This is an optimization exercise on Yosys and OpenROAD, whose aim is small area, a short achievable clock period and few clock cycles, not a production implementation. Where RTL was checked, it was by simulation tests only, not by an equivalence proof against the original. For run 2, only the layout was checked, not whether the RTL still works.

==> flow/design.v, too long to show whole: its modules and the start of the top module <==
// module gcx_enc: 1101 lines
module gcx_enc (
    input  wire        clk,
    input  wire        rst,         
    input  wire        in_valid,
    output wire        in_ready,
    input  wire [15:0] in_data,
    input  wire        in_key,
    input  wire        in_last,
    output wire        out_valid,
    input  wire        out_ready,
    output wire [31:0] out_data,
    output wire        out_last,
    output wire        done,
    output wire [31:0] hash,
    output wire [31:0] lcg
);
  // ...
==> flow/run.sh <==
#!/bin/bash
# synth_recipe.tcl (not shown) runs the flow's synth.tcl, then flattens the netlist and writes it again
# the make line also repeats each setting of config.mk as NAME=value (left out here)
make -C /OpenROAD-flow-scripts/flow DESIGN_CONFIG=/design/flow/config.mk WORK_HOME=/design/flow/orfs CLKGATE_MAP_FILE= SYNTH_SCRIPT=/design/flow/synth_recipe.tcl finish
==> flow/config.mk <==
export PLATFORM = sky130hd
export DESIGN_NAME = gcx_enc
export DESIGN_NICKNAME = gcx_enc
export VERILOG_FILES = /design/flow/design.v
export SDC_FILE = /design/flow/constraint.sdc
export NUM_CORES = 4
export LEC_CHECK = 0
export ABC_AREA = 1
export CAP_MARGIN = 50
export CORE_MARGIN = 2
export CORE_UTILIZATION = 40
export SLEW_MARGIN = 60
==> flow/constraint.sdc <==
create_clock -name core_clock -period 36.0 [get_ports {clk}]
set_input_delay 7.2000 -clock core_clock [delete_from_list [all_inputs] [get_ports {clk}]]
set_output_delay 7.2000 -clock core_clock [all_outputs]
set_load 0.01 [all_outputs]
==> impl_metrics.env, run 1 <==
export IMPL_fin_cells=3037
export IMPL_use_met1=0.307
export IMPL_synthCells=2342
export IMPL_ant_nets=0
export IMPL_path_delay_family="XOR/XNOR gates"
export IMPL_worstRegToRegCells=31
export IMPL_status="finished clean"
export IMPL_startpoint_type="primary input"
export IMPL_drt_iter0_drc=1068
export IMPL_regMostFlops="h"
export IMPL_finalSetupViolCount=0
export IMPL_synthMostInstantiatedCell="inv_1"
export IMPL_clkTransAtPathRegs_ns=0.06
export IMPL_hold_depth=0
export IMPL_synth_warnings=1
export IMPL_wl_met3_microns=2380
export IMPL_layout_commonest_cell="inv_1"
export IMPL_rsz0062_at_grt="no"
export IMPL_fin_area_sq_um=20600
export IMPL_holdWs_ns=0.457
export IMPL_synth_compound_area_frac=0.135
export IMPL_cp_required_ns=36.20
export IMPL_reg2reg_setup_slack_ns=27.94
export IMPL_seq_share=0.166
export IMPL_worst_path_buf_inv=3
export IMPL_dpl_worst_slack_ns=26.31
export IMPL_synth_seq_area_share=0.186
export IMPL_setup_slack_ns=26.84
export IMPL_seq_cells=123
export IMPL_fin_skew_ns=0.00843
export IMPL_insertion_delay_ns=0.43
Testbench counts, summed over its fixed seeds: cycles 13,046.
==> run 2, diff against run 1 <==
--- a/flow/design.v
+++ b/flow/design.v
@@ -854,17 +854,17 @@
     wire cx_25 = (Y[12] & cva[12]) | (Y[12] & cvb[12]) | (cva[12] & cvb[12]);
     wire cx_26 = Y[13] ^ cva[13] ^ cvb[13];
     wire cx_27 = (Y[13] & cva[13]) | (Y[13] & cvb[13]) | (cva[13] & cvb[13]);
     wire cx_28 = Y[14] ^ cva[14] ^ cvb[14];
     wire cx_29 = (Y[14] & cva[14]) | (Y[14] & cvb[14]) | (cva[14] & cvb[14]);
     wire [17:0] cx0 = {cva[17], cva[16], cx_29, cx_27, cx_25, cx_23, cx_21, cx_19, cx_17, cx_15, cx_13, cx_11, cx_9, cx_7, cx_5, cx_3, cx_1, cx_0};
     wire [17:0] cx1 = {1'b0, 1'b0, cva[15], cx_28, cx_26, cx_24, cx_22, cx_20, cx_18, cx_16, cx_14, cx_12, cx_10, cx_8, cx_6, cx_4, cx_2, 1'b0};
     wire [17:0] sc = cx0 + cx1;
-    wire [21:0] qv = {sbuf, 8'd0} | ({in_data[7:0], 14'd0} >> {L[1:0], 1'b0});
+    wire [21:0] qv = {sbuf, 8'd0} | ({in_data[7:0] & {8{~L[2]}}, 14'd0} >> {L[1:0], 1'b0});
     wire [21:0] qe = fbyte ? qv : {sbuf, 8'd0};
     wire [3:0]  T  = {1'b0, L} + (fbyte ? 4'd4 : 4'd0);
     wire        full = L[2] | (L[1] & L[0]);
     wire [1:0]  c    = (lastin & ~full) ? L[1:0] : 2'd3;
     wire        beat = adv & inpay & (full | fbyte | (lastin & (L != 3'd0)));
     wire [3:0]  Ln   = beat ? T - {2'd0, c} : T;
     wire        lastn = (fbyte & in_last) | (lastin & ~dn);
     wire        upd   = uv & (~lastin | dn);
@@ -1030,17 +1030,17 @@
     wire hm_154 = hm_135 ? hm_140 : hm_52;
     wire hm_155 = hm_135 ? hm_142 : hm_54;
     wire hm_156 = hm_135 ? hm_144 : hm_56;
     wire hm_157 = hm_135 ? hm_146 : hm_58;
     wire hm_158 = hm_135 ? hm_148 : hm_60;
     wire hm_159 = hm_135 ? hm_150 : hm_62;
     wire hm_160 = hm_135 ? hm_151 : 1'b0;
     wire [31:0] hn = {hm_159, hm_158, hm_157, hm_156, hm_155, hm_154, hm_153, hm_152, hm_134, hm_133, hm_132, hm_131, hm_130, hm_129, hm_128, hm_127, hm_109, hm_108, hm_107, hm_106, hm_105, hm_104, hm_103, hm_102, hm_68, hm_66, hm_64, hm_36, hm_32, hm_28, hm_24, hm_0};
-    wire [5:0] cs = qe[21:16] ^ {k1, k2, k3};
+    wire [5:0] cs = qv[21:16] ^ {k1, k2, k3};
     wire [7:0] q0 = e0(cs[5:4]);
     wire [7:0] q1 = e1({cs[5:2], c == 2'd1});
     wire [7:0] q2 = e2({c, cs[3:0]});
     wire [7:0] q3 = e3({c == 2'd3, cs[1:0]});
     always @(posedge clk) begin
         if (fkey) begin
             u  <= in_data;
             uf <= hfirst;
==> run 2 against run 1 <==
Net effect:
- still clean on timing, DRC and antenna
- setup slack got worse by 0.079 ns
- global-route usage rose by 1.8 points
- sequential cell count did not move
- area after synthesis rose by 1.1%
- clock skew rose by 0.0066 ns
- critical path type unchanged
- largest cell class unchanged
- highest routed layer unchanged
==> impl_metrics.env, run 2 <==
export IMPL_fmax_mhz=108
export IMPL_track_usage=0.252
export IMPL_insertion_delay_ns=0.43
export IMPL_startpoint_type="primary input"
export IMPL_ant_nets=0
export IMPL_num_rows=78
export IMPL_die_h_microns=219
export IMPL_floorplan_initialDensity=0.407
export IMPL_cts_root_buffer="clkbuf_16"
export IMPL_synth_cell_types=62
export IMPL_regMostFlops="h"
export IMPL_synth_warnings=1
export IMPL_relSlewSlack=0.584
export IMPL_layout_common_cells="inv_1, nand2_1, fa_1"
export IMPL_htreeDepth=4
export IMPL_syn_to_final_growth_pct=12.3
export IMPL_ctsHoldBuffers=0
export IMPL_finalSetupViolCount=0
export IMPL_synth_seq_cells=123
export IMPL_top_regs="h x32, odat x22, u x16"
export IMPL_post_cts_repair_setup_buffers=0
export IMPL_place_congestion=0.959
export IMPL_synth_seq_area_share=0.184
export IMPL_die_area_sq_um=48100
export IMPL_vias=16308
export IMPL_synthMostInstantiatedCell="inv_1"
export IMPL_dieWidth_microns=219
export IMPL_async_flop_share=0
export IMPL_critPathArrivalTime_ns=9.55
export IMPL_syn_area_sq_um=18600
export IMPL_synth_top_area_cell="fa_1"
export IMPL_grt_max_degree=34
export IMPL_fin_util=0.457
export IMPL_antenna_cells=0
export IMPL_synth_edf_count=95
export IMPL_layout_commonest_cell="inv_1"
export IMPL_max_cap_viol_count=0
export IMPL_fin_nets=2880
export IMPL_hp_class="register to register"
export IMPL_port_buffers=112
export IMPL_synth_common_cells="inv_1, nand2_1, fa_1"
export IMPL_synth_top_area_frac=0.222
export IMPL_routed_wirelength_microns=59600
export IMPL_cts_resized=0
export IMPL_maxSlewViolCount=0
export IMPL_grt_overflow_total=0
export IMPL_tightest_slew_ns=0.617
export IMPL_rsz0062_at_grt="no"
export IMPL_status="finished clean"
export IMPL_cts_buffers_inserted=17
export IMPL_layout_drive_gt1_share=0.0516
export IMPL_post_drt_wl_per_cell_microns=19.3
export IMPL_antenna_found_initial=0
export IMPL_grt_pass1_vias=16106
export IMPL_pin_count=122
export IMPL_core_sq_um=45600
export IMPL_cts_buffer_depth=2
export IMPL_post_route_min_period_ns=9.24
export IMPL_viasPerCell=5.29
export IMPL_worstSetupPathType="primary input to register"
export IMPL_synthCells=2392
export IMPL_fin_skew_ns=0.0151
export IMPL_synth_avg_cell_area_sq_um=7.76
export IMPL_worstPathMaxFanout=14
export IMPL_worstSetupEndpointType="register"
export IMPL_place_hpwl_microns=49600
export IMPL_drt_iter0_drc=1647
export IMPL_clock_sinks=123
export IMPL_hold_viol=0
export IMPL_grt_pass1_wl_microns=91500
export IMPL_synth_ff_type="edfxtp_1"
export IMPL_setup_tns_ns=0
export IMPL_synthTopCellsByArea="fa_1, edfxtp_1, ha_1"
export IMPL_clkTransAtPathRegs_ns=0.07
export IMPL_cp_required_ns=36.31
export IMPL_largest_reg_flops=32
export IMPL_first_pass_iters=6
export IMPL_period_share=0.257
export IMPL_remaining_drc_errors=0
export IMPL_cts_tree="built"
## run 2: cell types whose count changed after synthesis, sizes merged, moves of 4 or more
cell    delta
nand2     +35
inv       +23
a21oi     -14
nand3      +6
xnor2      +6
xor2       -6
a21boi     +4
mux2i      -4
o211ai     -4
## run 2: critical path: stages
cell and delay (ns):
clkdlybuf4s50_1 0.47, nand2_1 0.07, nor2_1 0.34, inv_1 0.23
nand4_1 0.16, nand3_2 0.29, nor4_1 0.34, xnor2_1 0.12
nand3_1 0.08, o21ai_0 0.08, o21ai_1 0.13, nand2_1 0.06
## run 2: metal layers
layer	part of all wire	global-route usage	vias to the layer above
li1	-	-	7698
met1	0.44	0.346	7923
met2	0.45	0.400	591
met3	0.072	0.0473	96
met4	0.032	0.0811	0
met5	0	0	-
## run 2: metrics by stage
stage          instance area (sq um)  setup slack [ns]  hold slack (ns)  instances
4_1_cts                        20800             26.80            0.436       3080
5_1_grt                        20800             26.56            0.470       3083
3_5_place_dp                   20200             26.35            0.418       3048
2_1_floorplan                  18600             27.01            0.409       2399
6_report                       20800             26.76            0.436       3083
3_3_place_gp                   20100             25.72            0.418       3041
## run 2: cell type report
cell class              instances  area, sq um
multi-input cells            1683        12900
fillers                      4502        24700
repair buffers                132         1270
inverters                     513         1930
flip-flops and latches        123         3410
clock buffers                  17          425
clock inverters                15          168
well taps                     600          751
## run 2: kinds of logic after synthesis
| logic type | after synthesis | synth area share |
|---|---|---|
| XOR/XNOR | 72 | 0.0362 |
| AO/OA/AOI/OAI | 425 | 0.132 |
| other | 2 | 0.000405 |
| multiplexers | 1 | 0.000539 |
| buffers and inverters | 593 | 0.127 |
| AND/OR/NAND/NOR | 788 | 0.175 |
| flip-flops | 123 | 0.184 |
| adder cells (fa/ha/maj) | 388 | 0.345 |
## run 2: path summary, 6_finish.rpt
kind         slack (ns)      from  cells after the start     to
min                0.44    hfirst                      0     uf
max               26.76  in_valid                     12    rdy
min reg2reg        0.44    hfirst                      0     uf
max reg2reg       28.04     h[10]                     24  h[31]

-- separate check: timing with driven ports --
Ports are ideal in the flow. The routed layouts listed here were re-timed in OpenROAD.
Step 1 assumes that a clkbuf_16 drives the clock port and a buf_2 every other input.
Step 2 also shifts input and output timing later by t, the mid clock arrival at the registers, as if the neighbouring blocks saw the same clock.
Three values: no drivers, after step 1, after step 2; two values: the first two.
| run | t (ns) | setup WS [ns] | hold slack, ns |
|---|---|---|---|
| run 1 | 0.483 | 26.841 / 26.868 / 26.385 | 0.457 / 0.457 / 0.457 |
| run 2 | 0.474 | 26.762 / 26.787 / 26.313 | 0.436 / 0.436 / 0.436 |
After both steps every run listed still meets setup and hold. For run 1, which loses most, drivers alone change the setup slack by +0.027 ns; drivers and shift together by -0.456 ns.
